What follows belongs to an exercise in optimizing a design on an open flow for small area; a production flow would make more cautious choices. Function was checked by simulation only, so behaviour that the tests miss may differ from the original. Power is estimated from default activity; no workload was simulated.

### flow/design.v
module etu_da (
    input  wire        clk,
    input  wire        rst,           
    input  wire        op_valid,
    input  wire [31:0] op_word,
    output reg         resp_valid,
    output reg  [2:0]  resp_status,
    output wire [15:0] resp_data,
    output reg         diag_valid,
    output wire [1:0]  diag_loop,
    output wire [7:0]  diag_state,
    output wire        trig,
    output wire [15:0] motor_out,
    output wire [15:0] steer_out,
    output wire        frozen,
    output wire        irq
);
    localparam [2:0] ST_OK         = 3'd0;
    localparam [2:0] ST_RESERVED   = 3'd1;
    localparam [2:0] ST_BADINDEX   = 3'd2;
    localparam [2:0] ST_CONTRACT   = 3'd3;
    localparam [2:0] ST_RANGE      = 3'd4;
    localparam [2:0] ST_NOTENABLED = 3'd5;
    reg [7:0]  edge_phase;      
    reg [15:0] pulse_width;     
    reg [7:0]  drive_cmd;       
    reg [15:0] motor_sp;        
    reg [15:0] steer_sp;        
    reg [7:0]  st_echo, st_car, st_motor, st_steer;
    reg [5:0]  wake_echo;       
    reg [3:0]  wake_car;        
    reg        wake_motor;      
    reg        wake_steer;      
    reg [15:0] tcnt;
    reg        es;
    reg        armed;           
    reg        capf;
    reg        trig_r;
    reg        echo_in;
    reg        fatal_f;         
    reg        wdt_one;         
    reg [15:0] motor_out_r;
    reg [15:0] steer_out_r;
    reg [2:0]  rsel;            
    reg [1:0]  dloop;           
    assign trig      = trig_r;
    assign motor_out = motor_out_r;
    assign steer_out = steer_out_r;
    assign frozen    = fatal_f;
    assign irq       = capf & armed;
    wire [3:0]  cls = op_word[31:28];
    wire [3:0]  op  = op_word[27:24];
    wire [3:0]  idx = op_word[23:20];
    wire [3:0]  rsv = op_word[19:16];
    wire [15:0] imm = op_word[15:0];
    wire idx_z = (idx == 4'd0);
    wire rsv_z = (rsv == 4'd0);
    wire imm_z = (imm == 16'd0);
    wire is_reset    = (cls == 4'd0)  && (op == 4'd0);
    wire is_tick     = (cls == 4'd0)  && (op == 4'd1);
    wire is_edge     = (cls == 4'd0)  && (op == 4'd2);
    wire is_quantum  = (cls == 4'd0)  && (op == 4'd3);
    wire is_get      = (cls == 4'd1)  && (op == 4'd0);
    wire is_put      = (cls == 4'd1)  && (op == 4'd1);
    wire is_get_isr  = (cls == 4'd1)  && (op == 4'd2);
    wire is_put_isr  = (cls == 4'd1)  && (op == 4'd3);
    wire is_dispatch = (cls == 4'd2)  && (op == 4'd0);
    wire is_step     = (cls == 4'd2)  && (op == 4'd1);
    wire is_capture  = (cls == 4'd3)  && (op == 4'd0);
    wire is_setst    = (cls == 4'd15) && (op == 4'd0);
    reg reserved;
    always @* begin
        if (is_reset || is_quantum || is_dispatch || is_capture)
            reserved = !(idx_z && rsv_z && imm_z);
        else if (is_tick || is_edge)
            reserved = !(idx_z && rsv_z);
        else if (is_get || is_get_isr || is_step)
            reserved = !(rsv_z && imm_z);
        else if (is_put || is_put_isr || is_setst)
            reserved = !rsv_z;
        else
            reserved = 1'b1;
    end
    wire cell_op   = is_get || is_put || is_get_isr || is_put_isr;
    wire bad_index = (cell_op && (idx >= 4'd5)) || ((is_step || is_setst) && (idx[3:2] != 2'd0));
    wire contract  = is_get_isr || is_put_isr;
    wire u8_cell   = (idx == 4'd0) || (idx == 4'd2);
    wire hi_nz     = (imm[15:8] != 8'd0);
    wire range_err = (is_put && u8_cell && hi_nz) ||
                     (is_edge && (hi_nz || imm[7:1] != 7'd0)) ||
                     (is_setst && hi_nz);
    wire not_en    = (is_capture && !(capf && armed)) || (is_step && fatal_f);
    reg [2:0] status;
    always @* begin
        if (reserved)       status = ST_RESERVED;
        else if (bad_index) status = ST_BADINDEX;
        else if (contract)  status = ST_CONTRACT;
        else if (range_err) status = ST_RANGE;
        else if (not_en)    status = ST_NOTENABLED;
        else                status = ST_OK;
    end
    wire do_op = op_valid && (status == ST_OK);
    wire wz_echo = (wake_echo == 6'd0);
    wire wz_car  = (wake_car == 4'd0);
    reg       run_loop;
    reg [1:0] run_id;
    always @* begin
        run_loop = 1'b0;
        run_id   = 2'd0;
        if (is_step) begin
            run_loop = 1'b1;
            run_id   = idx[1:0];
        end else if (is_dispatch && !fatal_f) begin
            if (!wake_motor) begin
                run_loop = 1'b1; run_id = 2'd2;
            end else if (!wake_steer) begin
                run_loop = 1'b1; run_id = 2'd3;
            end else if (wz_car) begin
                run_loop = 1'b1; run_id = 2'd1;
            end else if (wz_echo) begin
                run_loop = 1'b1; run_id = 2'd0;
            end
        end
    end
    wire [1:0] st_sel = fatal_f ? dloop : run_id;
    reg  [7:0] run_state;
    always @* begin
        case (st_sel)
            2'd0:    run_state = st_echo;
            2'd1:    run_state = st_car;
            2'd2:    run_state = st_motor;
            default: run_state = st_steer;
        endcase
    end
    wire recognised = (run_state[7:2] == 6'd0) && (run_state[1] == 1'b0 || run_id == 2'd1);
    wire run_go     = do_op && !rst && run_loop;
    wire take_fatal = run_go && !recognised;
    wire run_ok     = run_go && recognised;
    wire run_echo  = run_ok && (run_id == 2'd0);
    wire run_car   = run_ok && (run_id == 2'd1);
    wire run_motor = run_ok && (run_id == 2'd2);
    wire run_steer = run_ok && (run_id == 2'd3);
    assign diag_loop  = dloop;
    assign diag_state = run_state;
    wire cmd0 = (drive_cmd == 8'd0);
    wire cmd1 = (drive_cmd == 8'd1);
    wire cmd2 = (drive_cmd == 8'd2);
    reg [1:0] car_next;
    always @* begin
        case (st_car[1:0])
            2'd0:    car_next = 2'd2;
            2'd2:    car_next = cmd1 ? 2'd1 : cmd2 ? 2'd3 : 2'd2;
            2'd1:    car_next = cmd0 ? 2'd2 : 2'd1;
            default: car_next = cmd0 ? 2'd2 : 2'd3;
        endcase
    end
    wire car_fwd   = (car_next == 2'd1);
    wire car_steer = (car_next == 2'd3) && (pulse_width < 16'd150);
    reg [15:0] get_data;
    always @* begin
        case (rsel)
            3'd0:    get_data = {8'd0, edge_phase};
            3'd1:    get_data = pulse_width;
            3'd2:    get_data = {8'd0, drive_cmd};
            3'd3:    get_data = motor_sp;
            3'd4:    get_data = steer_sp;
            default: get_data = 16'd0;
        endcase
    end
    assign resp_data = get_data;
    wire ok         = do_op && !rst;
    wire quantum_ok = ok && is_quantum;
    wire wdt_expire = quantum_ok && fatal_f && wdt_one;
    wire soft_reset = rst || (do_op && is_reset) || wdt_expire;
    wire nr         = !soft_reset;
    wire q_ok       = quantum_ok && !wdt_expire;
    wire put0 = ok && is_put && (idx[2:0] == 3'd0);
    wire put1 = ok && is_put && (idx[2:0] == 3'd1);
    wire put2 = ok && is_put && (idx[2:0] == 3'd2);
    wire put3 = ok && is_put && (idx[2:0] == 3'd3);
    wire put4 = ok && is_put && idx[2];
    wire set0 = ok && is_setst && (idx[1:0] == 2'd0);
    wire set1 = ok && is_setst && (idx[1:0] == 2'd1);
    wire set2 = ok && is_setst && (idx[1:0] == 2'd2);
    wire set3 = ok && is_setst && (idx[1:0] == 2'd3);
    wire ep_z     = (edge_phase == 8'd0);
    wire cap      = ok && is_capture;
    wire cap_rise = cap && ep_z;
    wire cap_fall = cap && !ep_z;
    wire tick_l   = ok && is_tick && armed;
    wire edge_l   = ok && is_edge;
    wire run_echo_ok  = !rst && run_echo;
    wire run_car_ok   = !rst && run_car;
    wire run_motor_ok = !rst && run_motor;
    wire run_steer_ok = !rst && run_steer;
    wire echo0  = run_echo_ok && !st_echo[0];
    wire echo1  = run_echo_ok && st_echo[0];
    wire motor0 = run_motor_ok && !st_motor[0];
    wire motor1 = run_motor_ok && st_motor[0];
    wire steer0 = run_steer_ok && !st_steer[0];
    wire steer1 = run_steer_ok && st_steer[0];
    wire h_ep  = nr && !(put0 || cap || echo0);
    wire h_pw  = nr && !(put1 || cap_fall);
    wire h_dc  = nr && !put2;
    wire h_msp = nr && !(put3 || run_car_ok);
    wire h_ssp = nr && !(put4 || run_car_ok);
    wire h_se  = nr && !(set0 || echo0);
    wire h_sc  = nr && !(set1 || run_car_ok);
    wire h_sm  = nr && !(set2 || motor0);
    wire h_ss  = nr && !(set3 || steer0);
    wire we_dec = q_ok && !wz_echo;
    wire wc_dec = q_ok && !wz_car;
    wire h_we  = nr && !(we_dec || run_echo_ok);
    wire h_wc  = nr && !(wc_dec || run_car_ok);
    wire h_tc  = nr && !(tick_l || cap_rise);
    wire h_mo  = nr && !motor1;
    wire h_so  = nr && !steer1;
    wire [15:0] tsum = tcnt + imm;
    wire [15:0] msp_car = car_fwd   ? 16'd100 : 16'd0;
    wire [15:0] ssp_car = car_steer ? 16'd100 : 16'd0;
    wire capf_set = edge_l && (echo_in != imm[0]) && (imm[0] == es);
    always @(posedge clk) begin
        edge_phase  <= ({8{h_ep}} & edge_phase) | ({8{put0}} & imm[7:0]) |
                       {7'd0, cap_rise || echo0};
        pulse_width <= ({16{h_pw}} & pulse_width) | ({16{put1}} & imm) |
                       ({16{cap_fall}} & tcnt);
        drive_cmd   <= ({8{h_dc}} & drive_cmd) | ({8{put2}} & imm[7:0]);
        motor_sp    <= ({16{h_msp}} & motor_sp) | ({16{put3}} & imm) |
                       ({16{run_car_ok}} & msp_car);
        steer_sp    <= ({16{h_ssp}} & steer_sp) | ({16{put4}} & imm) |
                       ({16{run_car_ok}} & ssp_car);
        st_echo     <= ({8{h_se}} & st_echo) | ({8{set0}} & imm[7:0]) | {7'd0, echo0};
        st_car      <= ({8{h_sc}} & st_car) | ({8{set1}} & imm[7:0]) |
                       ({8{run_car_ok}} & {6'd0, car_next});
        st_motor    <= ({8{h_sm}} & st_motor) | ({8{set2}} & imm[7:0]) | {7'd0, motor0};
        st_steer    <= ({8{h_ss}} & st_steer) | ({8{set3}} & imm[7:0]) | {7'd0, steer0};
        wake_echo   <= ({6{h_we}} & wake_echo) | ({6{we_dec}} & (wake_echo - 6'd1)) |
                       ({6{run_echo_ok}} & 6'd50);
        wake_car    <= ({4{h_wc}} & wake_car) | ({4{wc_dec}} & (wake_car - 4'd1)) |
                       ({4{run_car_ok}} & 4'd10);
        wake_motor  <= (nr && !q_ok && wake_motor) || run_motor_ok;
        wake_steer  <= (nr && !q_ok && wake_steer) || run_steer_ok;
        tcnt        <= ({16{h_tc}} & tcnt) | ({16{tick_l}} & tsum);
        es          <= (nr && !(cap || echo0) && es) || cap_fall || echo0;
        armed       <= (nr && armed) || echo0;
        capf        <= (nr && !(cap || echo0) && capf) || capf_set;
        trig_r      <= (nr && !(echo0 || echo1) && trig_r) || echo0 || (echo1 && !trig_r);
        echo_in     <= (!rst && !edge_l && echo_in) || (edge_l && imm[0]);
        fatal_f     <= (nr && fatal_f) || take_fatal;
        wdt_one     <= nr && (wdt_one || (q_ok && fatal_f));
        motor_out_r <= ({16{h_mo}} & motor_out_r) | ({16{motor1}} & motor_sp);
        steer_out_r <= ({16{h_so}} & steer_out_r) | ({16{steer1}} & steer_sp);
    end
    always @(posedge clk) begin
        resp_valid  <= op_valid && !rst;
        resp_status <= status;
        diag_valid  <= take_fatal && !rst;
        rsel        <= (is_get && status == ST_OK) ? idx[2:0] : 3'd7;
        dloop       <= run_id;
    end
endmodule
### flow/config.mk
export PLATFORM = sky130hd
export DESIGN_NAME = etu_da
export DESIGN_NICKNAME = etu_da
export VERILOG_FILES = /design/flow/design.v
export SDC_FILE = /design/flow/constraint.sdc
export NUM_CORES = 4
export LEC_CHECK = 0
export ABC_AREA = 1
export CAP_MARGIN = 0
export CORE_MARGIN = 2
export CORE_UTILIZATION = 60
export GPL_TIMING_DRIVEN = 0
export PLACE_DENSITY = 0.7
export SLEW_MARGIN = 0
### flow/standard.sh
#!/bin/bash
# synth_recipe.tcl (not shown) runs the flow's synth.tcl, then flattens the netlist and writes it again
# the make line also repeats each setting of config.mk as NAME=value (left out here)
make -C /OpenROAD-flow-scripts/flow DESIGN_CONFIG=/design/flow/config.mk WORK_HOME=/design/flow/orfs CLKGATE_MAP_FILE= SYNTH_SCRIPT=/design/flow/synth_recipe.tcl "${@:-finish}"
### flow/constraint.sdc
create_clock -name core_clock -period 6.0 [get_ports {clk}]
set_input_delay 1.2000 -clock core_clock [delete_from_list [all_inputs] [get_ports {clk}]]
set_output_delay 1.2000 -clock core_clock [all_outputs]
set_load 0.01 [all_outputs]
### flow/flow/run.sh
#!/bin/bash
# Standard ORFS layout, with small (buf_1) port buffers and a clock tree
# built from clkbuf_8 without dummy loads. Full tool output: flow.log here,
# per-step logs under orfs/logs/.
set -euo pipefail
bash standard.sh finish \
  BUFFER_PORTS_ARGS="-buffer_cell sky130_fd_sc_hd__buf_1" \
  CTS_ARGS="-sink_clustering_enable -repair_clock_nets -dont_use_dummy_load -buf_list sky130_fd_sc_hd__clkbuf_8" \
  > flow.log 2>&1
==> results of run 1 <==
## registers in the layout, summed over array words and instances, names as in the netlist, 4 cells and up
signal,count
pulse_width,16
steer_sp,16
tcnt,16
st_steer,8
motor_out_r,16
wake_car,4
drive_cmd,8
st_motor,8
wake_echo,6
edge_phase,8
steer_out_r,16
st_echo,8
motor_sp,16
st_car,8
## cells by family after synthesis
kind of cell	share of synthesized area (%)
AOI/OAI and AO/OA	10.08
xor gates and xnor gates	1.534
adders and majority gates	2.864
buffers and inverters	7.086
DFF	40.44
and+or+nand+nor	37.99
## final cells by class
type	count	area (um^2)	area share, %
multi-input cells	869	4493	47.81
flip-flops and latches	173	3463	36.85
inverters	105	399.1	4.247
repair buffers	100	375.4	3.994
clock buffers	17	234.0	2.490
well taps	180	225.2	2.396
plain buffers	42	207.7	2.210
## layer usage
layer / GRT usage [%] / routed length, um / up-vias
met3: 6.688 / 2044 / 57
met1: 48.03 / 11240 / 3885
met2: 51.17 / 10590 / 383
met5: 0 / 0 / -
met4: 12.57 / 708 / 0
li1: - / - / 4270
## cells in the mapped netlist (2+ instances only)
library cell,count
nand2_1,319
dfxtp_1,173
nand3_1,120
nand4_1,96
nor2_1,89
inv_1,87
o21ai_0,59
a21oi_1,22
o211ai_1,20
ha_1,18
buf_2,16
clkbuf_1,15
inv_2,15
nor3_1,14
o21ai_1,14
nand2_2,13
xor2_1,10
buf_1,7
nor2_2,7
nor2_4,6
a22oi_1,5
nor4_1,5
xnor2_1,5
a22o_1,4
buf_6,4
nand3_2,4
o311ai_0,4
or2_2,4
a221oi_1,3
and2_1,3
nand3_4,3
o22ai_1,3
a21o_1,2
inv_4,2
nand2_4,2
o21bai_1,2
o31ai_1,2
## tightest hold or removal path, stage by stage (launching register included)
cell     delay, ps
dfxtp_1        310
nand3_1         70
nand2_1         40
## power breakdown
group / switching (uW) / internal [uW] / total [uW]
Combinational: 75.1 / 21.9 / 97.0
Clock: 365 / 250 / 615
Sequential: 0.163 / 1150 / 1150
## metrics by stage
step                std cells  worst slack (ps)  hold slack (ps)  utilization (%)
finish                   1486              1876            463.3            67.44
global route             1486              1668            484.7            67.44
CTS                      1486              1904            467.7            67.44
detailed placement       1469              1802            455.6            65.76
global placement         1469              1859            450.3            65.76
floorplan                1189              2466            439.3                -
## final timing paths
path	start	endpoint	slack, ps	cells after the start
max	op_word[25]	diag_state[3]	1880	13
min	motor_out_r[1]	motor_out_r[1]	460	2
max reg2reg	wake_car[0]	steer_sp[11]	3060	17
min reg2reg	motor_out_r[1]	motor_out_r[1]	460	2
==> summary.md, run 1 <==
| Metric | Value |
|---|---|
| Status | `complete, no violations` |
| Unrepaired setup endpoints after global routing | `false` |
| DR vias/cell | `5.784` |
| Number of remaining DRC errors | `0` |
| Total wire length | `24580 um` |
| Synth Warn # | `1` |
| CTS Sinks | `173` |
| Crit path time final | `4124 ps` |
| DR iter-0 viols | `849` |
| Slew @ Worst Pin | `around 900 ps` |
| Maximum buffer depth of the clock tree | `2` |
| Area Overhead vs Synth | `9.746%` |
| Post-route ant nets | `0` |
| Crit path cell chain | `buf_1 -> inv_2 -> nand2_2 -> nor2_4 -> nand2_2 -> inv_2 -> nand2_2 -> nand3_2 -> nand2_4 -> nor2_2 -> nand2_1 -> nand4_1 -> buf_1` |
| Worst slew margin | `37.93%` |
| Commonest cells after routing, fill and taps aside | `319 x nand2_1, 173 x dfxtp_1, 120 x nand3_1, 107 x buf_1, 96 x nand4_1` |
| Final setup violation count | `0` |
| Slew Limit Fails | `0` |
| Req. time, crit path | `~4800 ps` |
| Final hold vios | `0` |
| Pwr dens | `198.0 mW/mm^2` |
| Synthesized Nets | `1243` |
| Leak | `0.003931 uW` |
| CP max stage delay | `300 ps` |
| Vias in the first global route | `approximately 7900` |
| WP data arrival | `2920 ps` |
| Number of synthesized flops with an enable pin | `0` |
| Setup crit end kind | `output port` |
| Worst Setup Path Type | `in -> out` |
| Part of the Yosys area used for sequential elements | `40.44%` |
| # diodes | `0` |
| DIE AREA | `0.01524 mm^2` |
| DR vias | `8595` |
| Mean post-synth cell area | `7.202 um^2` |
| Maximum clock rate | `242.5 MHz` |
| Root buffer cell | `clkbuf_8` |
| Worst-skew pair later-pin latency | `480 ps` |
| Row cnt | `43` |
| H-tree Lvls | `4` |
| Largest net degree at the start of global routing | `17` |
| Slowest stage cell on the critical path | `nor2_2` |
| I/O pins | `101` |
| Initial core utilization | `61.45%` |
| Fin crit share | `about 70%` |
| Die W | `roughly 120 um` |
| RePlAce Congestion | `between 0.9 and 1` |
| Dpl hpwl | `around 19000 um` |
| Hold_buf cts | `0` |
| Total congestion overflow | `0` |
| Share of the synthesized area in the top cell type | `40.44%` |
| Peak VDD IR | `approximately 0.14 mV` |
| CP startpoint kind | `input pin` |
| Ys flop type | `dfxtp_1` |
| Final Power | `about 1900 uW` |
| Yosys top cell by area | `dfxtp_1` |
| CP top delay family | `simple AND/OR/NAND/NOR gates` |
| Core outline area | `~0.014 mm^2` |
| CTS tree | `done` |
| Layout cells sized above 1 | `7.504%` |
| Final setup TNS | `0 ps` |
| Design Area, Final | `0.009398 mm^2` |
| Buffers and inverters on the worst path | `4` |
| Maximum capacitance violations | `0` |
| Post-CTS Setup Repair Bufs | `0` |
| Initial antenna violation count | `0` |
| Tot GR Track Use | `approximately a third` |
| Mapped Cells | `1189` |
| Clk_skew | `26.13 ps` |
| I/O Buffers | `100` |
| Final #Nets | `1362` |
| Most common cell after layout, fill and taps aside | `nand2_1` |
| Worst-path fanout max | `8` |
| Synth Cell Area | `0.008563 mm^2` |
| FILL cells | `1305` |
| Asr flop ratio synth | `0%` |
| Area contributors post-synth | `dfxtp_1 40%, nand2_1 14%, nand3_1 7.0%, nand4_1 7.0%, nor2_1 3.9%` |
| Routed WL per cell | `16.54 um` |
| Seq cells post-synth | `about 170` |
| Placed inst area | `roughly 0.0092 mm^2` |
| Die height | `123.5 um` |
| Clock transition at path regs | `70 ps` |
| CP most frequent cell | `nand2_2` |
| Total iterations of the first detailed-routing run | `6` |
| Resize count post-CTS | `0` |
| Hold Crit Class | `reg -> reg` |
| Synth unique cells | `49` |
| CTS Buf Count | `17` |
| First-pass GRT wire length | `39750 um` |
==> inputs of run 2 (changes only) <==
==> flow/run.sh (new file) <==
#!/bin/bash
# synth_recipe.tcl (not shown) runs the flow's synth.tcl, then flattens the netlist and writes it again
# the make line also repeats each setting of config.mk as NAME=value (left out here)
make -C /OpenROAD-flow-scripts/flow DESIGN_CONFIG=/design/flow/config.mk WORK_HOME=/design/flow/orfs CLKGATE_MAP_FILE= SYNTH_SCRIPT=/design/flow/synth_recipe.tcl finish
removed: flow/flow/run.sh
removed: flow/standard.sh
==> summary.md, run 2 <==
| Metric | Value |
|---|---|
| Status | `complete, no violations` |
| Tot GR Track Use | `34.43% (+0.50 points)` |
| Routed WL per cell | `17.02 um (+2.9%)` |
| Area contributors post-synth | `dfxtp_1 40%, nand2_1 14%, nand3_1 7.0%, nand4_1 7.0%, nor2_1 3.9%` |
| Ys flop type | `dfxtp_1` |
| Multi-input logic area | `0.004493 mm^2 (unchanged)` |
| Most common cell after layout, fill and taps aside | `nand2_1` |
| Synth unique cells | `49 (unchanged)` |
| Total iterations of the first detailed-routing run | `5 (-1)` |
| Hold WS | `463.6 ps (+0.2940 ps)` |
| DIE AREA | `0.01524 mm^2 (unchanged)` |
| Top cells by count, synth | `319 x nand2_1, 173 x dfxtp_1, 120 x nand3_1` |
| Post-CTS Setup Repair Bufs | `0 (unchanged)` |
| Worst-path fanout max | `8 (unchanged)` |
| Initial antenna violation count | `0 (unchanged)` |
| Worst slew margin | `39.02% (+1.1 points)` |
| DR iter-0 viols | `1120 (+32%)` |
| Clk_skew | `10.29 ps (-15.84 ps)` |
| Core outline area | `0.01393 mm^2 (unchanged)` |
| Maximum buffer depth of the clock tree | `2 (unchanged)` |
| Placed inst area | `0.009789 mm^2 (+6.8%)` |
| Die height | `123.5 um (unchanged)` |
| Setup crit end kind | `output port` |
| Die W | `123.5 um (unchanged)` |
| Crit path cell chain | `clkdlybuf4s50_1 -> inv_1 -> nand2_1 -> nor2_1 -> nand2_1 -> nor2_2 -> nand2_2 -> nand3_2 -> nand2_4 -> nor2_2 -> nand2_1 -> nand4_1 -> clkdlybuf4s50_1` |
| CP startpoint kind | `input pin` |
| Layout cells sized above 1 | `8.327% (+0.82 points)` |
| Final setup violation count | `0 (unchanged)` |
| Area Overhead vs Synth | `21.04%` |
| Root buffer cell | `clkbuf_16` |
| H-tree Lvls | `4 (unchanged)` |
| Crit path time final | `4888 ps (+764.0 ps)` |
| CTS Buf Count | `17 (unchanged)` |
| Slew Limit Fails | `0 (unchanged)` |
| Share of the synthesized area in the top cell type | `40.44% (unchanged)` |
| Unrepaired setup endpoints after global routing | `false` |
| Synth Warn # | `1 (unchanged)` |
| # diodes | `0 (unchanged)` |
| Fin crit share | `81.46% (+13 points)` |
| Mapped Cells | `1189 (unchanged)` |
| Most common cell in the netlist | `nand2_1` |
| Post-route ant nets | `0 (unchanged)` |
| Peak VDD IR | `0.1991 mV (+42%)` |
| Yosys top cell by area | `dfxtp_1` |
| FF/Latch Area | `0.003463 mm^2 (unchanged)` |
| I/O pins | `101 (unchanged)` |
| Hold_buf cts | `0 (unchanged)` |
| Total congestion overflow | `0 (unchanged)` |
| WP data arrival | `3690 ps (+770 ps)` |
| Slowest stage cell on the critical path | `clkdlybuf4s50_1` |
| Req. time, crit path | `4800 ps (about the same)` |
| DR vias | `8826 (+2.7%)` |
| Final Power | `2347 uW (+26%)` |
| Place WS | `1169 ps (-632.7 ps)` |
| Pwr dens | `226.5 mW/mm^2 (+14%)` |
| FILL cells | `1165 (-11%)` |
| Part of the Yosys area used for sequential elements | `40.44% (unchanged)` |
| Maximum capacitance violations | `0 (unchanged)` |
| Slew @ Worst Pin | `907.7 ps (-16.23 ps)` |
| Final setup TNS | `0 ps (unchanged)` |
| Final #Nets | `1362 (unchanged)` |
| Final hold vios | `0 (unchanged)` |
| I/O Buffers | `100 (unchanged)` |
| CTS Sinks | `173 (unchanged)` |
| Maximum clock rate | `204.6 MHz (-16%)` |
| Worst Setup Path Type | `in -> out` |
| Resize count post-CTS | `0 (unchanged)` |
| Number of synthesized flops with an enable pin | `0 (unchanged)` |
| Dpl hpwl | `18910 um (about the same)` |
| CTS tree | `done` |
| Total wire length | `25550 um (+4.0%)` |
| Commonest cells after routing, fill and taps aside | `319 x nand2_1, 173 x dfxtp_1, 120 x nand3_1, 100 x clkdlybuf4s50_1, 96 x nand4_1` |
| RePlAce Congestion | `0.9723 (+5.7%)` |
| Mean post-synth cell area | `7.202 um^2 (unchanged)` |
| Row cnt | `43 (unchanged)` |
| CP max stage delay | `550 ps (+250 ps)` |
| CP most frequent cell | `nand2_1` |
| Number of remaining DRC errors | `0 (unchanged)` |
| Seq cells post-synth | `173 (unchanged)` |
| First-pass GRT wire length | `40320 um (+1.4%)` |
| Leak | `0.004333 uW (+10%)` |
| Asr flop ratio synth | `0% (unchanged)` |
| Worst-skew pair later-pin latency | `440 ps (-40 ps)` |
| DR vias/cell | `5.880 (+1.7%)` |
| Clock transition at path regs | `60 ps (about the same)` |
| Largest net degree at the start of global routing | `17 (unchanged)` |
| Synthesized Nets | `1243 (unchanged)` |
| Initial core utilization | `61.45% (unchanged)` |
| Synth Cell Area | `0.008563 mm^2 (unchanged)` |
| Hold Crit Class | `reg -> reg` |
| Vias in the first global route | `7843 (-0.73%)` |
| Design Area, Final | `0.01036 mm^2 (+10%)` |
| PnR worst setup slack | `1112 ps (-764.0 ps)` |
run 2: cell counts after synthesis:
No cell type changed its count.
run 2: area by class of cell:
| cell class | count | area share (%) |
|---|---|---|
| Buffer | 42 | 2.004 |
| Multi-Input combinational cell | 869 | 43.35 |
| Sequential cell | 173 | 33.41 |
| Clock inverter | 8 | 0.8088 |
| Clock buffer | 24 | 4.744 |
| Tap cell | 180 | 2.173 |
| Inverter | 105 | 3.851 |
| Timing Repair Buffer | 100 | 9.657 |
run 2: critical path, delay by kind of cell:
family | cells | cell delay (ps)
and+or+nand+nor | 10 | 1310
buffers and inverters | 3 | 1170
run 2: metal layers:
layer	up-vias	routed length [um]	global-route usage [%]
met5	-	0	0
met3	52	2350	6.919
met4	0	584	11.15
met1	4055	11260	48.45
met2	430	11360	52.95
li1	4289	-	-
run 2: metrics by stage:
stage / utilization, % / cells
after floorplan: - / 1189
after global placement: 70.25 / 1469
after detailed placement: 70.25 / 1469
after CTS: 74.38 / 1501
after global routing: 74.38 / 1501
final: 74.38 / 1501
run 2: kinds of logic (layout without fill, tap and decap cells):
group	count (synthesis)	after routing	synth area share (%)
compound gates	145	145	10.08
xor+xnor	15	15	1.534
fa+ha+maj	19	19	2.864
buf+inv	147	279	7.086
flops	173	173	40.44
simple gates	690	690	37.99
run 2: power breakdown:
part           switching, uW  internal, uW  leakage (uW)  total (uW)
clock                    467           618      0.000284        1080
combinational           76.9          37.3       0.00266         114
sequential             0.204          1150       0.00139        1150
total                    544          1800       0.00433        2350
run 2: worst paths after layout:
path	from	to	slack, ps	cells past startpoint
hold / removal	motor_out_r[15]	motor_out_r[15]	460	2
setup reg to reg	wake_car[0]	steer_sp[8]	3040	17
setup / recovery	op_word[24]	diag_state[7]	1110	13
hold reg to reg	motor_out_r[15]	motor_out_r[15]	460	2
==> inputs of run 3 (changes only) <==
==> flow/flow/run.sh (new file) <==
#!/bin/bash
# Layout flow: the standard ORFS flow (standard.sh) with
#  - synthesis: the standard script with an area-oriented ABC mapping
#    (flow/synth_area.tcl, flow/area.abc) and no full-adder extraction;
#  - small (buf_1) port buffers;
#  - a clock tree of clkbuf_8 without dummy loads.
# Full tool output goes to flow.log here; per-step logs are under orfs/logs/.
set -euo pipefail
D=$(cd "$(dirname "${BASH_SOURCE[0]}")" && pwd)
export AREA_ABC_SCRIPT="$D/area.abc"
bash standard.sh finish \
  SYNTH_SCRIPT="$D/synth_area.tcl" \
  ADDER_MAP_FILE= \
  BUFFER_PORTS_ARGS="-buffer_cell sky130_fd_sc_hd__buf_1" \
  CTS_ARGS="-sink_clustering_enable -sink_clustering_size 30 -sink_clustering_max_diameter 150 -repair_clock_nets -dont_use_dummy_load -buf_list sky130_fd_sc_hd__clkbuf_8" \
  > flow.log 2>&1
==> flow/flow/area.abc (new file) <==
strash
&get -n
&fraig -x
&put
scorr
dc2
strash
&get -n
&dch -f
&nf -R 1000
&put
==> flow/flow/synth_area.tcl (new file) <==
# The standard synthesis script, with ABC's cell mapping replaced by an
# area-oriented script (flow/area.abc) and no full-adder extraction
# (ADDER_MAP_FILE is left empty by run.sh). Registers are mapped exactly as
# in the standard synthesis (dfflibmap runs before ABC, which sees only
# combinational logic).
proc synth {args} { yosys synth -nofsm -noshare {*}$args }
proc abc {args} {
  set i [lsearch -exact $args -script]
  if { $i >= 0 } {
    set args [lreplace $args $i [expr {$i + 1}] -script $::env(AREA_ABC_SCRIPT)]
  }
  yosys abc {*}$args
}
source $::env(SCRIPTS_DIR)/synth.tcl
# left out here: clear keep_hierarchy, flatten, clean up, hide names made inside functions, write 1_2_yosys.v
==> flow/standard.sh (new file) <==
#!/bin/bash
# synth_recipe.tcl (not shown) runs the flow's synth.tcl, then flattens the netlist and writes it again
# the make line also repeats each setting of config.mk as NAME=value (left out here)
make -C /OpenROAD-flow-scripts/flow DESIGN_CONFIG=/design/flow/config.mk WORK_HOME=/design/flow/orfs CLKGATE_MAP_FILE= SYNTH_SCRIPT=/design/flow/synth_recipe.tcl "${@:-finish}"
removed: flow/run.sh
==> summary.md, run 3 <==
| Metric | Value |
|---|---|
| Routed WL per cell | `19.42 um (+14%)` |
| Ys flop type | `dfxtp_1` |
| Status | `complete, no violations` |
| Initial core utilization | `61.13% (-0.32 points)` |
| Core outline area | `0.01137 mm^2 (-18%)` |
| Final setup violation count | `0 (unchanged)` |
| I/O pins | `101 (unchanged)` |
| Clock transition at path regs | `80 ps (+20 ps)` |
| Peak VDD IR | `0.2430 mV (+22%)` |
| Die W | `111.6 um (-9.6%)` |
| Clk_skew | `18.75 ps (+8.459 ps)` |
| Worst-skew pair later-pin latency | `450 ps (about the same)` |
| Die height | `111.6 um (-9.6%)` |
| Row cnt | `39 (-9.3%)` |
| DIE AREA | `0.01246 mm^2 (-18%)` |
| Post-Layout Cell Count | `1009 (-33%)` |
| Slew Limit Fails | `0 (unchanged)` |
| I/O Buffers | `100 (unchanged)` |
| Worst Setup Path Type | `in -> reg` |
| Hold_buf cts | `0 (unchanged)` |
| Total wire length | `19600 um (-23%)` |
| Total iterations of the first detailed-routing run | `7 (+2)` |
| RePlAce Congestion | `0.8901 (-8.5%)` |
| CTS tree | `done` |
| Maximum buffer depth of the clock tree | `2 (unchanged)` |
| CP startpoint kind | `input pin` |
| Mapped Cells | `745 (-37%)` |
| Maximum capacitance violations | `0 (unchanged)` |
| Largest net degree at the start of global routing | `18 (+1)` |
| Worst-path fanout max | `8 (unchanged)` |
| Final hold vios | `0 (unchanged)` |
| Share of the core filled with cells | `68.71% (-5.7 points)` |
| Synth Cell Area | `0.006950 mm^2 (-19%)` |
| Mean post-synth cell area | `9.329 um^2 (+30%)` |
| Asr flop ratio synth | `0% (unchanged)` |
| Total congestion overflow | `0 (unchanged)` |
| Worst slew margin | `8.654% (-30 points)` |
| Slew @ Worst Pin | `1365 ps (+457.5 ps)` |
| Maximum clock rate | `181.0 MHz (-12%)` |
| Layout cells sized above 1 | `3.580% (-4.7 points)` |
| # diodes | `0 (unchanged)` |
| Share of the synthesized area in the top cell type | `49.83% (+9.4 points)` |
| Hold Path Depth | `2 (unchanged)` |
| WP data arrival | `5870 ps (+2180 ps)` |
| Post-route ant nets | `0 (unchanged)` |
| Dpl hpwl | `13880 um (-27%)` |
| Leak | `0.003037 uW (-30%)` |
| Fin crit share | `92.07% (+11 points)` |
| Vias in the first global route | `6171 (-21%)` |
| Synthesized Nets | `780 (-37%)` |
| Number of synthesized flops with an enable pin | `0 (unchanged)` |
| Pwr dens | `232.6 mW/mm^2 (+2.7%)` |
| DR vias/cell | `6.494 (+10%)` |
| DR vias | `6552 (-26%)` |
| Setup crit end kind | `register` |
| Root buffer cell | `clkbuf_8` |
| CTS Sinks | `173 (unchanged)` |
| Top cells by count, synth | `173 x dfxtp_1, 135 x nand2_1, 103 x a22o_1` |
| CTS Buf Count | `17 (unchanged)` |
| Synth unique cells | `46 (-6.1%)` |
| Synth Warn # | `1 (unchanged)` |
| Part of the Yosys area used for sequential elements | `49.83% (+9.4 points)` |
| Commonest cells after routing, fill and taps aside | `173 x dfxtp_1, 135 x nand2_1, 103 x a22o_1, 100 x buf_1, 53 x nor2_1` |
| Final #Nets | `903 (-34%)` |
| H-tree Lvls | `4 (unchanged)` |
| Crit path time final | `5524 ps (+636.8 ps)` |
| Most common cell after layout, fill and taps aside | `dfxtp_1` |
| Most common cell in the netlist | `dfxtp_1` |
| Unrepaired setup endpoints after global routing | `false` |
| Area contributors post-synth | `dfxtp_1 50%, a22o_1 13%, nand2_1 7.3%, a222oi_1 3.5%, nor2_1 3.0%` |
| Worst R2R Path Depth | `15 (-2)` |
| Yosys top cell by area | `dfxtp_1` |
| Area Overhead vs Synth | `12.40%` |
| Seq cells post-synth | `173 (unchanged)` |
| Number of remaining DRC errors | `0 (unchanged)` |
| First-pass GRT wire length | `31190 um (-23%)` |
| Req. time, crit path | `6340 ps (+1540 ps)` |
| DR iter-0 viols | `728 (-35%)` |
| Hold Crit Class | `reg -> reg` |
| Initial antenna violation count | `0 (unchanged)` |
| Tot GR Track Use | `31.20% (-3.2 points)` |
| Placed cells | `991 (-33%)` |
[run 3: final cells by class]
type	count	area, um^2
Fill cell	950	3557
Inverter	17	63.81
Timing Repair Buffer	104	412.9
Tap cell	143	178.9
Sequential cell	173	3463
Multi-Input combinational cell	555	3460
Clock buffer	17	234.0
[run 3: layer usage]
layer,GRT usage [%],part of all wire (%)
met1,39.71,41
met2,51.11,47
met4,15.88,4.4
met5,0,0
met3,5.498,6.9
[run 3: kinds of logic (layout without fill, tap and decap cells)]
| group | Yosys count | after routing | synth area share [%] |
|---|---|---|---|
| simple gates | 287 | 287 | 18.61 |
| compound gates | 242 | 242 | 27.18 |
| flops | 173 | 173 | 49.83 |
| xor+xnor | 18 | 18 | 2.268 |
| buf+inv | 17 | 138 | 0.9181 |
| fa+ha+maj | 5 | 5 | 0.7201 |
| mux | 3 | 3 | 0.4680 |
[run 3: where the power goes]
part / internal [uW] / total, uW / switching [uW]
registers: 1150 / 1150 / 0.131
logic: 16.2 / 75.0 / 58.8
clock network: 250 / 594 / 344
[run 3: repair_timing]
item,CTS,global route
setup buffers,0,0
hold endpoints to repair,0,0
endpoints found under the setup margin,0,64
resized for setup,0,6
[run 3: final timing paths]
check                               startpoint        endpoint  slack (ps)
worst max register to register     wake_car[0]      st_echo[5]        1470
worst min-delay path            pulse_width[0]  pulse_width[0]         460
worst max-delay path               op_word[25]      st_echo[5]         480
worst min register to register  pulse_width[0]  pulse_width[0]         460
[run 3: per-stage QoR]
stage | cell area [um^2] | TNS, ps | hold slack, ps | worst slack (ps) | total power [uW]
after floorplan | 6950 | 0 | 416.2 | 1189 | 1203
after global placement | 7505 | -4036 | 443.4 | -262.4 | 1244
after detailed placement | 7546 | -8080 | 444.0 | -293.5 | 1247
after CTS | 7780 | 0 | 454.1 | 132.0 | 1823
after global routing | 7812 | 0 | 486.2 | 1.275 | 1869
final | 7812 | 0 | 458.7 | 475.6 | 1818
[run 3: worst max-delay path, cell delays in order]
cell	delay, ps
buf_1	180
nor4_1	410
nand2_1	180
a2111o_1	370
nand2_1	60
o21ai_0	170
clkinv_1	120
mux2i_1	110
nor2b_1	280
a222oi_1	380
nand2_1	140
nor4_1	580
nand3b_1	200
or3_1	480
or2_0	370
nand2_1	170
nor2_1	180
a22o_1	280
==> inputs of run 4 (changes only) <==
--- a/flow/flow/run.sh
+++ b/flow/flow/run.sh
@@ -12,5 +12,5 @@
   SYNTH_SCRIPT="$D/synth_area.tcl" \
   ADDER_MAP_FILE= \
   BUFFER_PORTS_ARGS="-buffer_cell sky130_fd_sc_hd__buf_1" \
-  CTS_ARGS="-sink_clustering_enable -sink_clustering_size 30 -sink_clustering_max_diameter 150 -repair_clock_nets -dont_use_dummy_load -buf_list sky130_fd_sc_hd__clkbuf_8" \
+  CTS_ARGS="-sink_clustering_enable -repair_clock_nets -dont_use_dummy_load -buf_list sky130_fd_sc_hd__clkbuf_8" \
   > flow.log 2>&1
==> summary.md, run 4 <==
| Metric | Value |
|---|---|
| Final setup violation count | `0 (unchanged)` |
| Post-CTS Setup Repair Bufs | `0 (unchanged)` |
| Area Overhead vs Synth | `12.40% (unchanged)` |
| Maximum buffer depth of the clock tree | `2 (unchanged)` |
| Hold_buf cts | `0 (unchanged)` |
| Worst-skew pair later-pin latency | `450 ps (about the same)` |
| Post-Layout Cell Count | `1009 (unchanged)` |
| Top cells by count, synth | `173 x dfxtp_1, 135 x nand2_1, 103 x a22o_1` |
| Most common cell in the netlist | `dfxtp_1` |
| Number of synthesized flops with an enable pin | `0 (unchanged)` |
| Largest net degree at the start of global routing | `18 (unchanged)` |
| I/O Buffers | `100 (unchanged)` |
| Number of remaining DRC errors | `0 (unchanged)` |
| CP endpoint | `st_echo[5]` |
| Pwr dens | `232.6 mW/mm^2 (unchanged)` |
| Share of the core filled with cells | `68.71% (unchanged)` |
| P_int | `1414 uW (unchanged)` |
| Vias in the first global route | `6171 (unchanged)` |
| CTS tree | `done` |
| Slew @ Worst Pin | `1365 ps (unchanged)` |
| Tot GR Track Use | `31.20% (unchanged)` |
| Slew Limit Fails | `0 (unchanged)` |
| Total iterations of the first detailed-routing run | `7 (unchanged)` |
| Final #Nets | `903 (unchanged)` |
| Maximum clock rate | `181.0 MHz (unchanged)` |
| Post-route ant nets | `0 (unchanged)` |
| Yosys top cell by area | `dfxtp_1` |
| Req. time, crit path | `6340 ps (about the same)` |
| Ys flop type | `dfxtp_1` |
| CTS Buf Count | `17 (unchanged)` |
| Initial core utilization | `61.13% (unchanged)` |
| Seq pwr share | `63.2% (about the same)` |
| # diodes | `0 (unchanged)` |
| Initial antenna violation count | `0 (unchanged)` |
| Resize count post-CTS | `0 (unchanged)` |
| Setup crit end kind | `register` |
| Unrepaired setup endpoints after global routing | `false` |
| DR vias | `6552 (unchanged)` |
| Synthesized Nets | `780 (unchanged)` |
| Worst-path fanout max | `8 (unchanged)` |
| Final hold vios | `0 (unchanged)` |
| Share of the synthesized area in the top cell type | `49.83% (unchanged)` |
| Area contributors post-synth | `dfxtp_1 50%, a22o_1 13%, nand2_1 7.3%, a222oi_1 3.5%, nor2_1 3.0%` |
| Combinational share of power | `4.1% (about the same)` |
| Dpl hpwl | `13880 um (unchanged)` |
| H-tree Lvls | `4 (unchanged)` |
| Mapped Cells | `745 (unchanged)` |
| Root buffer cell | `clkbuf_8` |
| Synth unique cells | `46 (unchanged)` |
| CTS Sinks | `173 (unchanged)` |
| Row cnt | `39 (unchanged)` |
| Placed cells | `991 (unchanged)` |
| Worst Setup Path Type | `in -> reg` |
| Crit path time final | `5524 ps (unchanged)` |
| Clock transition at path regs | `80 ps (about the same)` |
| Crit path from | `op_word[25]` |
| FF-to-FF setup slack | `1470 ps (about the same)` |
| Seq cells post-synth | `173 (unchanged)` |
| Peak VDD IR | `0.2430 mV (unchanged)` |
| Status | `complete, no violations` |
| Total wire length | `19600 um (unchanged)` |
| Total congestion overflow | `0 (unchanged)` |
| I/O pins | `101 (unchanged)` |
| Asr flop ratio synth | `0% (unchanged)` |
| Routed WL per cell | `19.42 um (unchanged)` |
| Hold Path Depth | `2 (unchanged)` |
| Fin crit share | `92.07% (unchanged)` |
| DR vias/cell | `6.494 (unchanged)` |
| First-pass GRT wire length | `31190 um (unchanged)` |
| DIE AREA | `0.01246 mm^2 (unchanged)` |
| Maximum capacitance violations | `0 (unchanged)` |
| Worst slew margin | `8.654% (unchanged)` |
| Commonest cells after routing, fill and taps aside | `173 x dfxtp_1, 135 x nand2_1, 103 x a22o_1, 100 x buf_1, 53 x nor2_1` |
| Synth Cell Area | `0.006950 mm^2 (unchanged)` |
| CP startpoint kind | `input pin` |
| Part of the Yosys area used for sequential elements | `49.83% (unchanged)` |
| Clk_skew | `18.75 ps (unchanged)` |
| Final Power | `1818 uW (unchanged)` |
| Layout cells sized above 1 | `3.580% (unchanged)` |
| DR iter-0 viols | `728 (unchanged)` |
| Proportion of power drawn by the clock network | `32.7% (about the same)` |
| Leak | `0.003037 uW (unchanged)` |
| Die height | `111.6 um (unchanged)` |
| Die W | `111.6 um (unchanged)` |
| Worst r2r src | `wake_car[0]` |
| Hold Crit Class | `reg -> reg` |
| Synth Warn # | `1 (unchanged)` |
| Worst R2R Path Depth | `15 (unchanged)` |
| WP data arrival | `5870 ps (about the same)` |
| Switch Pwr | `403.4 uW (unchanged)` |
| Most common cell after layout, fill and taps aside | `dfxtp_1` |
| Mean post-synth cell area | `9.329 um^2 (unchanged)` |
| Placed inst area | `0.007546 mm^2 (unchanged)` |
| Switch share | `22.19% (unchanged)` |
| Core outline area | `0.01137 mm^2 (unchanged)` |
| RePlAce Congestion | `0.8901 (unchanged)` |
| Design Area, Final | `0.007812 mm^2 (unchanged)` |
| Worst r2r dst | `st_echo[5]` |
run 4: worst max-delay path: stages:
cell and delay (ps):
buf_1 180, nor4_1 410, nand2_1 180, a2111o_1 370
nand2_1 60, o21ai_0 170, clkinv_1 120, mux2i_1 110
nor2b_1 280, a222oi_1 380, nand2_1 140, nor4_1 580
nand3b_1 200, or3_1 480, or2_0 370, nand2_1 170
nor2_1 180, a22o_1 280
run 4: per-layer routing:
metal  global-route usage, %  up-vias  routed length [um]
met1                   39.71     3106                8126
met4                   15.88        0                 863
met2                   51.11      312                9263
met5                       0        -                   0
li1                        -     3075                   -
met3                   5.498       59                1345
run 4: worst min-delay path by stage:
stage	startpoint	end
2_1_floorplan	pulse_width[0]	pulse_width[0]
3_3_place_gp	wdt_one	wdt_one
3_5_place_dp	pulse_width[0]	pulse_width[0]
4_1_cts	pulse_width[0]	pulse_width[0]
5_1_grt	st_echo[4]	st_echo[4]
6_report	pulse_width[0]	pulse_width[0]
run 4: final cells by class:
class / count / area, um^2
clock buffers: 17 / 234.0
fillers: 950 / 3557
inverters: 17 / 63.81
multi-input cells: 555 / 3460
flip-flops and latches: 173 / 3463
well taps: 143 / 178.9
repair buffers: 104 / 412.9
run 4: kinds of logic after synthesis:
group,share of synthesized area [%]
and+or+nand+nor,18.61
AOI/OAI and AO/OA,27.18
DFF,49.83
xor gates and xnor gates,2.268
buffers and inverters,0.9181
adders and majority gates,0.7201
muxes,0.4680
run 4: power by group through the flow:
stage	Clock [uW]	Combinational [uW]	Sequential, uW
after floorplan	0	28.5	1170
after global placement	0	69.6	1170
after detailed placement	0	71.9	1170
after CTS	603	72.2	1150
after global routing	641	80.2	1150
final	594	75.0	1150
run 4: per-stage QoR:
stage          setup TNS, ps  hold slack [ps]  worst slack (ps)
2_1_floorplan              0            416.2              1189
3_3_place_gp           -4036            443.4            -262.4
3_5_place_dp           -8080            444.0            -293.5
4_1_cts                    0            454.1             132.0
5_1_grt                    0            486.2             1.275
6_report                   0            458.7             475.6
==> inputs of run 5 (changes only) <==
--- a/flow/design.v
+++ b/flow/design.v
@@ -3,8 +3,8 @@
     input  wire        rst,           
     input  wire        op_valid,
     input  wire [31:0] op_word,
-    output reg         resp_valid,
-    output reg  [2:0]  resp_status,
+    output wire        resp_valid,
+    output wire [2:0]  resp_status,
     output wire [15:0] resp_data,
     output reg         diag_valid,
     output wire [1:0]  diag_loop,
@@ -41,8 +41,10 @@
     reg        wdt_one;         
     reg [15:0] motor_out_r;
     reg [15:0] steer_out_r;
-    reg [2:0]  rsel;            
+    reg [3:0]  rcode;
     reg [1:0]  dloop;           
+    assign resp_valid  = rcode[3] || (rcode[2:0] != 3'd7);
+    assign resp_status = rcode[3] ? 3'd0 : rcode[2:0];
     assign trig      = trig_r;
     assign motor_out = motor_out_r;
     assign steer_out = steer_out_r;
@@ -158,13 +160,13 @@
     wire car_steer = (car_next == 2'd3) && (pulse_width < 16'd150);
     reg [15:0] get_data;
     always @* begin
-        case (rsel)
+        case ({!rcode[3], rcode[2:0]})
             3'd0:    get_data = {8'd0, edge_phase};
             3'd1:    get_data = pulse_width;
             3'd2:    get_data = {8'd0, drive_cmd};
             3'd3:    get_data = motor_sp;
             3'd4:    get_data = steer_sp;
-            default: get_data = 16'd0;
+            default: get_data = 16'd0;    
         endcase
     end
     assign resp_data = get_data;
@@ -252,10 +254,9 @@
         steer_out_r <= ({16{h_so}} & steer_out_r) | ({16{steer1}} & steer_sp);
     end
     always @(posedge clk) begin
-        resp_valid  <= op_valid && !rst;
-        resp_status <= status;
         diag_valid  <= take_fatal && !rst;
-        rsel        <= (is_get && status == ST_OK) ? idx[2:0] : 3'd7;
+        rcode       <= (!op_valid || rst) ? 4'b0111 :
+                       (is_get && status == ST_OK) ? {1'b1, idx[2:0]} : {1'b0, status};
         dloop       <= run_id;
     end
 endmodule
==> summary.md, run 5 <==
| Metric | Value |
|---|---|
| Yosys top cell by area | `dfxtp_1` |
| Initial antenna violation count | `0 (unchanged)` |
| Row cnt | `39 (unchanged)` |
| # diodes | `0 (unchanged)` |
| Maximum clock rate | `181.8 MHz (+0.43%)` |
| Layout cells sized above 1 | `3.972% (+0.39 points)` |
| Placed cells | `982 (-0.91%)` |
| Post-Layout Cell Count | `999 (-0.99%)` |
| Final hold vios | `0 (unchanged)` |
| DR vias/cell | `6.564 (+1.1%)` |
| Final #Nets | `893 (-1.1%)` |
| RePlAce Congestion | `0.9195 (+3.3%)` |
| WP data arrival | `5820 ps (-50 ps)` |
| Worst-path fanout max | `8 (unchanged)` |
| Vias in the first global route | `6015 (-2.5%)` |
| Slowest stage cell on the critical path | `nor2_1` |
| Crit path cell chain | `buf_1 -> nor4_1 -> nand2_1 -> nor4_1 -> o21ai_0 -> nand2_1 -> o31a_1 -> a21boi_0 -> nand2_1 -> nor2_1 -> and2_0 -> nor2b_1 -> nand4_1 -> nor2_1 -> nor3_1 -> a221o_1` |
| CP most frequent cell | `nand2_1` |
| Final setup violation count | `0 (unchanged)` |
| Leak | `0.002986 uW (-1.7%)` |
| Slew Limit Fails | `0 (unchanged)` |
| Most common cell in the netlist | `dfxtp_1` |
| CP max stage delay | `590 ps (about the same)` |
| Peak VDD IR | `0.1660 mV (-32%)` |
| Unrepaired setup endpoints after global routing | `false` |
| DR iter-0 viols | `885 (+22%)` |
| Maximum buffer depth of the clock tree | `2 (unchanged)` |
| H-tree Lvls | `4 (unchanged)` |
| First-pass GRT wire length | `30750 um (-1.4%)` |
| Largest net degree at the start of global routing | `19 (+1)` |
| Pwr dens | `232.5 mW/mm^2 (about the same)` |
| Area contributors post-synth | `dfxtp_1 49%, a22o_1 13%, nand2_1 7.0%, a222oi_1 3.5%, nor2_1 3.0%` |
| Slew @ Worst Pin | `1273 ps (-92.63 ps)` |
| DIE AREA | `0.01240 mm^2 (-0.46%)` |
| CTS Sinks | `170 (-1.7%)` |
| DR vias | `6557 (+0.076%)` |
| Mapped Cells | `737 (-1.1%)` |
| Post-route ant nets | `0 (unchanged)` |
| Routed WL per cell | `19.22 um (-1.1%)` |
| Root buffer cell | `clkbuf_8` |
| Number of remaining DRC errors | `0 (unchanged)` |
| Fin crit share | `91.68% (-0.40 points)` |
| Share of the synthesized area in the top cell type | `49.20% (-0.63 points)` |
| I/O pins | `101 (unchanged)` |
| Commonest cells after routing, fill and taps aside | `170 x dfxtp_1, 129 x nand2_1, 104 x a22o_1, 100 x buf_1, 50 x nor2_1` |
| Met3 WL | `1640 um (+22%)` |
| Clock transition at path regs | `70 ps (about the same)` |
| Share of the core filled with cells | `68.78% (about the same)` |
| Mean post-synth cell area | `9.387 um^2 (+0.61%)` |
| Number of synthesized flops with an enable pin | `0 (unchanged)` |
| Synthesized Nets | `772 (-1.0%)` |
| Setup crit end kind | `register` |
| Worst Setup Path Type | `in -> reg` |
| Total iterations of the first detailed-routing run | `14 (+7)` |
| Initial core utilization | `61.11% (about the same)` |
| Hold_buf cts | `0 (unchanged)` |
| Most common cell after layout, fill and taps aside | `dfxtp_1` |
| Asr flop ratio synth | `0% (unchanged)` |
| Synth Warn # | `1 (unchanged)` |
| Ys flop type | `dfxtp_1` |
| Crit path time final | `5501 ps (-23.73 ps)` |
| Final Power | `1810 uW (-0.41%)` |
| Dpl hpwl | `13510 um (-2.7%)` |
| Status | `complete, no violations` |
| I/O Buffers | `100 (unchanged)` |
| Synth Cell Area | `0.006918 mm^2 (-0.47%)` |
| DRT met1 WL | `8676 um (+6.8%)` |
| Total congestion overflow | `0 (unchanged)` |
| Core outline area | `0.01132 mm^2 (-0.43%)` |
| Die height | `111.4 um (-0.23%)` |
| Total wire length | `19200 um (-2.0%)` |
| Hold Crit Class | `reg -> reg` |
| Worst-skew pair later-pin latency | `460 ps (about the same)` |
| Worst slew margin | `14.99% (+6.3 points)` |
| Maximum capacitance violations | `0 (unchanged)` |
| Area Overhead vs Synth | `12.55%` |
| Hold WS | `446.0 ps (-12.67 ps)` |
| Part of the Yosys area used for sequential elements | `49.20% (-0.63 points)` |
| Synth unique cells | `46 (unchanged)` |
| Tot GR Track Use | `30.82% (-0.38 points)` |
| Req. time, crit path | `6320 ps (-20 ps)` |
| Top cells by count, synth | `170 x dfxtp_1, 129 x nand2_1, 104 x a22o_1` |
| CP startpoint kind | `input pin` |
| WL met2 | `8422 um (-9.1%)` |
| Seq cells post-synth | `170 (-1.7%)` |
| Clk_skew | `27.61 ps (+8.864 ps)` |
| Highest Signal Layer | `met4` |
| CTS tree | `done` |
| Die W | `111.4 um (-0.23%)` |
| CTS Buf Count | `17 (unchanged)` |
| Final setup TNS | `0 ps (unchanged)` |
run 5: metal layers:
metal  vias to the layer above  track usage, %
met5                         -               0
met4                         0           12.35
met3                        42           5.607
met2                       349           45.89
met1                      3099           44.67
li1                       3067               -
run 5: logic make-up (layout without fill, tap and decap cells):
kind of cell	count (synthesis)	count (layout)	synth area share, %
xor gates and xnor gates	20	20	2.532
DFF	170	170	49.20
AOI/OAI and AO/OA	242	242	27.87
and+or+nand+nor	282	282	18.48
adders and majority gates	5	5	0.7235
buffers and inverters	16	135	0.8682
muxes	2	2	0.3255
run 5: cell type report:
cell class,instances,area (um^2)
fill,922,3535
multi-input combinational,551,3512
sequential,170,3403
timing repair buffer,102,397.9
clock buffer,17,234.0
tap,143,178.9
inverter,16,60.06
run 5: what timing repair did:
item                       in CTS  in global routing
resized for setup               2                  8
setup endpoints to repair      32                 66
setup buffers                   0                  0
run 5: where the power goes:
| part | switching (uW) | internal (uW) |
|---|---|---|
| combinational | 61.0 | 18.6 |
| sequential | 1.46 | 1130 |
| clock | 351 | 250 |
run 5: final timing paths:
check             slack [ps]        endpoint           start  cells after the start
setup / recovery         500      st_echo[0]     op_word[31]                     16
hold / removal           450  pulse_width[0]  pulse_width[0]                      2
setup reg to reg        1490      st_echo[0]     wake_car[0]                     14
hold reg to reg          450  pulse_width[0]  pulse_width[0]                      2
run 5: worst max-delay path, delay by kind of cell:
kind | cells | cell delay, ps
buffers and inverters | 1 | 110
and+or+nand+nor | 11 | 3500
AOI/OAI and AO/OA | 4 | 990
run 5: per-stage QoR:
step | area [um^2] | setup WS, ps
after floorplan | 6918 | 946.8
after global placement | 7472 | -499.2
after detailed placement | 7515 | -587.6
after CTS | 7749 | 165.8
after global routing | 7786 | 164.8
final | 7786 | 499.4
==> inputs of run 6 (changes only) <==
--- a/flow/design.v
+++ b/flow/design.v
@@ -236,10 +236,10 @@
                        ({8{run_car_ok}} & {6'd0, car_next});
         st_motor    <= ({8{h_sm}} & st_motor) | ({8{set2}} & imm[7:0]) | {7'd0, motor0};
         st_steer    <= ({8{h_ss}} & st_steer) | ({8{set3}} & imm[7:0]) | {7'd0, steer0};
-        wake_echo   <= ({6{h_we}} & wake_echo) | ({6{we_dec}} & (wake_echo - 6'd1)) |
-                       ({6{run_echo_ok}} & 6'd50);
-        wake_car    <= ({4{h_wc}} & wake_car) | ({4{wc_dec}} & (wake_car - 4'd1)) |
-                       ({4{run_car_ok}} & 4'd10);
+        wake_echo   <= ({6{h_we}} & wake_echo) | ({6{we_dec}} & {wake_echo[4:0], ~(wake_echo[5] ^ wake_echo[4])}) |
+                       ({6{run_echo_ok}} & 6'd57);
+        wake_car    <= ({4{h_wc}} & wake_car) | ({4{wc_dec}} & {wake_car[2:0], ~(wake_car[3] ^ wake_car[2])}) |
+                       ({4{run_car_ok}} & 4'd13);
         wake_motor  <= (nr && !q_ok && wake_motor) || run_motor_ok;
         wake_steer  <= (nr && !q_ok && wake_steer) || run_steer_ok;
         tcnt        <= ({16{h_tc}} & tcnt) | ({16{tick_l}} & tsum);
==> summary.md, run 6 <==
| Metric | Value |
|---|---|
| Status | `complete, no violations` |
| RePlAce Congestion | `0.8790 (-4.4%)` |
| Maximum buffer depth of the clock tree | `2 (unchanged)` |
| DR vias/cell | `6.485 (-1.2%)` |
| Hold WS | `471.0 ps (+25.01 ps)` |
| Seq pwr share | `62.4% (about the same)` |
| Layout cells sized above 1 | `4.515% (+0.54 points)` |
| Worst Setup Path Type | `in -> reg` |
| Die W | `111.7 um (+0.33%)` |
| Maximum capacitance violations | `0 (unchanged)` |
| Crit path from | `op_word[25]` |
| Row cnt | `39 (unchanged)` |
| Switch share | `22.93% (+0.11 points)` |
| Number of remaining DRC errors | `0 (unchanged)` |
| Synth Warn # | `1 (unchanged)` |
| I/O Buffers | `100 (unchanged)` |
| CP most frequent cell | `nand2_1` |
| Area Overhead vs Synth | `13.74%` |
| Proportion of power drawn by the clock network | `33.2% (about the same)` |
| Worst-path fanout max | `11 (+3)` |
| Clock transition at path regs | `70 ps (about the same)` |
| Synth unique cells | `42 (-8.7%)` |
| FILL cells | `949 (+2.9%)` |
| Total iterations of the first detailed-routing run | `7 (-7)` |
| Clk_skew | `20.80 ps (-6.810 ps)` |
| Place WS | `-505.4 ps (+82.26 ps)` |
| CTS Sinks | `170 (unchanged)` |
| Leak | `0.003110 uW (+4.2%)` |
| CP top delay family | `simple AND/OR/NAND/NOR gates` |
| Number of synthesized flops with an enable pin | `0 (unchanged)` |
| Commonest cells after routing, fill and taps aside | `170 x dfxtp_1, 160 x nand2_1, 109 x a22o_1, 99 x buf_1, 51 x nor2_1` |
| # diodes | `0 (unchanged)` |
| Final setup violation count | `0 (unchanged)` |
| Hold Startpoint | `wake_car[3]` |
| Mapped Cells | `763 (+3.5%)` |
| CTS Buf Count | `17 (unchanged)` |
| Vias in the first global route | `6095 (+1.3%)` |
| Combinational share of power | `4.4% (about the same)` |
| Final setup TNS | `0 ps (unchanged)` |
| WP data arrival | `5830 ps (about the same)` |
| Hold Crit Class | `reg -> reg` |
| Crit path cell chain | `buf_1 -> or4_1 -> nor3_1 -> a32oi_2 -> nor2_1 -> a21oi_1 -> clkinv_1 -> and2_0 -> a222oi_1 -> nand2_1 -> nor4_1 -> nand2_1 -> nor3_2 -> nand2b_1 -> nand2_1 -> nor3_1 -> nand2_1 -> nand4_1` |
| Worst r2r src | `fatal_f` |
| DR iter-0 viols | `805 (-9.0%)` |
| Fin crit share | `91.96% (+0.28 points)` |
| Post-route ant nets | `0 (unchanged)` |
| Hold_buf cts | `0 (unchanged)` |
| Mean post-synth cell area | `9.129 um^2 (-2.7%)` |
| Dpl hpwl | `14100 um (+4.4%)` |
| Routed WL per cell | `19.45 um (+1.2%)` |
| Unrepaired setup endpoints after global routing | `false` |
| CP max stage delay | `520 ps (-70 ps)` |
| P_int | `1396 uW (about the same)` |
| Initial core utilization | `61.26% (+0.16 points)` |
| I/O pins | `101 (unchanged)` |
| Worst slew margin | `15.91% (+0.92 points)` |
| Slew Limit Fails | `0 (unchanged)` |
| Switch Pwr | `415.6 uW (+0.61%)` |
| PnR worst setup slack | `482.4 ps (-16.97 ps)` |
| Synthesized Nets | `798 (+3.4%)` |
| CTS tree | `done` |
| Ys flop type | `dfxtp_1` |
| Total wire length | `20010 um (+4.2%)` |
| Most common cell after layout, fill and taps aside | `dfxtp_1` |
| Final hold vios | `0 (unchanged)` |
| Placed cells | `1012 (+3.1%)` |
| Peak VDD IR | `0.1694 mV (+2.1%)` |
| Core outline area | `0.01137 mm^2 (+0.43%)` |
| DR vias | `6673 (+1.8%)` |
| Die height | `111.7 um (+0.33%)` |
| Post-Layout Cell Count | `1029 (+3.0%)` |
| Setup crit end kind | `register` |
| DIE AREA | `0.01249 mm^2 (+0.67%)` |
| Slowest stage cell on the critical path | `nor4_1` |
| Total congestion overflow | `0 (unchanged)` |
| Req. time, crit path | `6310 ps (about the same)` |
| H-tree Lvls | `4 (unchanged)` |
| Top cells by count, synth | `170 x dfxtp_1, 160 x nand2_1, 109 x a22o_1` |
| Tot GR Track Use | `32.00% (+1.2 points)` |
| Share of the core filled with cells | `69.68% (+0.90 points)` |
| Yosys top cell by area | `dfxtp_1` |
| Synth Cell Area | `0.006965 mm^2 (+0.69%)` |
| Root buffer cell | `clkbuf_8` |
| Most common cell in the netlist | `dfxtp_1` |
| Pwr dens | `228.7 mW/mm^2 (-1.6%)` |
| Buffers and inverters on the worst path | `2 (+1)` |
| First-pass GRT wire length | `31770 um (+3.3%)` |
| Final #Nets | `923 (+3.4%)` |
| Asr flop ratio synth | `0% (unchanged)` |
| Area contributors post-synth | `dfxtp_1 49%, a22o_1 14%, nand2_1 8.6%, a222oi_1 3.4%, a22oi_1 3.0%` |
| Largest net degree at the start of global routing | `18 (-1)` |
| Slew @ Worst Pin | `1257 ps (-15.77 ps)` |
| Initial antenna violation count | `0 (unchanged)` |
| Worst-skew pair later-pin latency | `460 ps (about the same)` |
| CP startpoint kind | `input pin` |
| Part of the Yosys area used for sequential elements | `48.86% (-0.34 points)` |
| Crit path time final | `5518 ps (+16.97 ps)` |
| Maximum clock rate | `181.2 MHz (-0.31%)` |
| Share of the synthesized area in the top cell type | `48.86% (-0.34 points)` |
| Seq cells post-synth | `170 (unchanged)` |
| Post-CTS Setup Repair Bufs | `0 (unchanged)` |
run 6: changes by cell type after synthesis, sizes merged, moves of 4 or more:
cell,delta
a21oi,+16
a221o,-6
a22o,+5
nand2,+31
o21ai,-4
or4,+5
run 6: cells by family after synthesis:
group,share of synthesized area [%]
and+or+nand+nor,20.71
AOI/OAI and AO/OA,26.87
DFF,48.86
xor gates and xnor gates,2.263
buffers and inverters,0.7006
adders and majority gates,0.4311
muxes,0.1617
run 6: final timing paths:
check / cells past startpoint / slack, ps / to
setup / recovery: 18 / 480 / edge_phase[0]
hold / removal: 2 / 470 / wake_car[3]
setup reg to reg: 16 / 1260 / edge_phase[0]
hold reg to reg: 2 / 470 / wake_car[3]
run 6: repair_timing:
item,4_1_cts,5_1_grt
endpoints found under the setup margin,1,61
pin swaps,0,0
hold endpoints to repair,0,0
resized for setup,1,6
run 6: final cells by class:
| class | instances | area [um^2] | share of cell area [%] |
|---|---|---|---|
| Tap cell | 143 | 178.9 | 2.258 |
| Inverter | 13 | 48.80 | 0.6159 |
| Clock buffer | 17 | 234.0 | 2.953 |
| Timing Repair Buffer | 106 | 444.2 | 5.606 |
| Multi-Input combinational cell | 580 | 3613 | 45.61 |
| Sequential cell | 170 | 3403 | 42.96 |
run 6: power by group through the flow:
| stage | Combinational [uW] | Clock, uW | Sequential (uW) |
|---|---|---|---|
| final | 80.4 | 602 | 1130 |
| after global routing | 86.2 | 645 | 1130 |
| after CTS | 77.3 | 605 | 1130 |
| after detailed placement | 76.8 | 0 | 1160 |
| after global placement | 74.0 | 0 | 1160 |
| after floorplan | 31.8 | 0 | 1160 |
run 6: through the flow:
step	area, um^2	power [uW]
CTS	7880	1812
floorplan	6965	1187
detailed placement	7644	1233
global route	7923	1861
finish	7923	1812
global placement	7520	1229
run 6: worst register-to-register path, delay by kind of cell, from the launching register on:
family	cells	cell delay, ps
simple gates	12	2830
buf+inv	1	120
flops	1	550
compound gates	3	1080
run 6: layer usage:
layer  vias to the layer above  part of all wire [%]  GRT usage [%]
met1                      3138                    43          44.90
li1                       3140                     -              -
met4                         0                   2.0          11.03
met3                        38                   9.6          8.601
met2                       357                    45          48.00
met5                         -                     0              0

## afterwards: timing with drivers on the ports
No port has a modelled driver above. Below, the same layouts with a new extraction and two added sets of constraints. Step 1: set_driving_cell puts a clkbuf_16 on clk and a buf_2 on each other input, an assumption about the parent block. Step 2 times the ports against the registers' clock, not the clock port: input delays grow and output delays shrink by t, the midpoint of the rising clock arrivals with the driver on. a / b / c = ideal ports / drivers / drivers and shift; a / b = the first two.
run | shift t [ns] | setup WS [ns] | latest minus earliest clock arrival (ns) | cell pins on the clock port's net
run 1 | 0.502 | 1.876 / 1.855 / 1.737 | 0.026 / 0.027 | 1
run 2 | 0.479 | 1.112 / 1.084 / 1.084 | 0.011 / 0.010 | 1
run 3 | 0.479 | 0.476 / 0.490 / 0.011 | 0.019 / 0.020 | 1
run 4 | 0.479 | 0.476 / 0.490 / 0.011 | 0.019 / 0.020 | 1
run 5 | 0.486 | 0.499 / 0.520 / 0.034 | 0.028 / 0.028 | 1
run 6 | 0.484 | 0.482 / 0.498 / 0.013 | 0.020 / 0.021 | 1
After both steps every run listed still meets setup and hold. For run 6, which loses most, drivers alone change the setup slack by +0.016 ns; drivers and shift together by -0.469 ns.
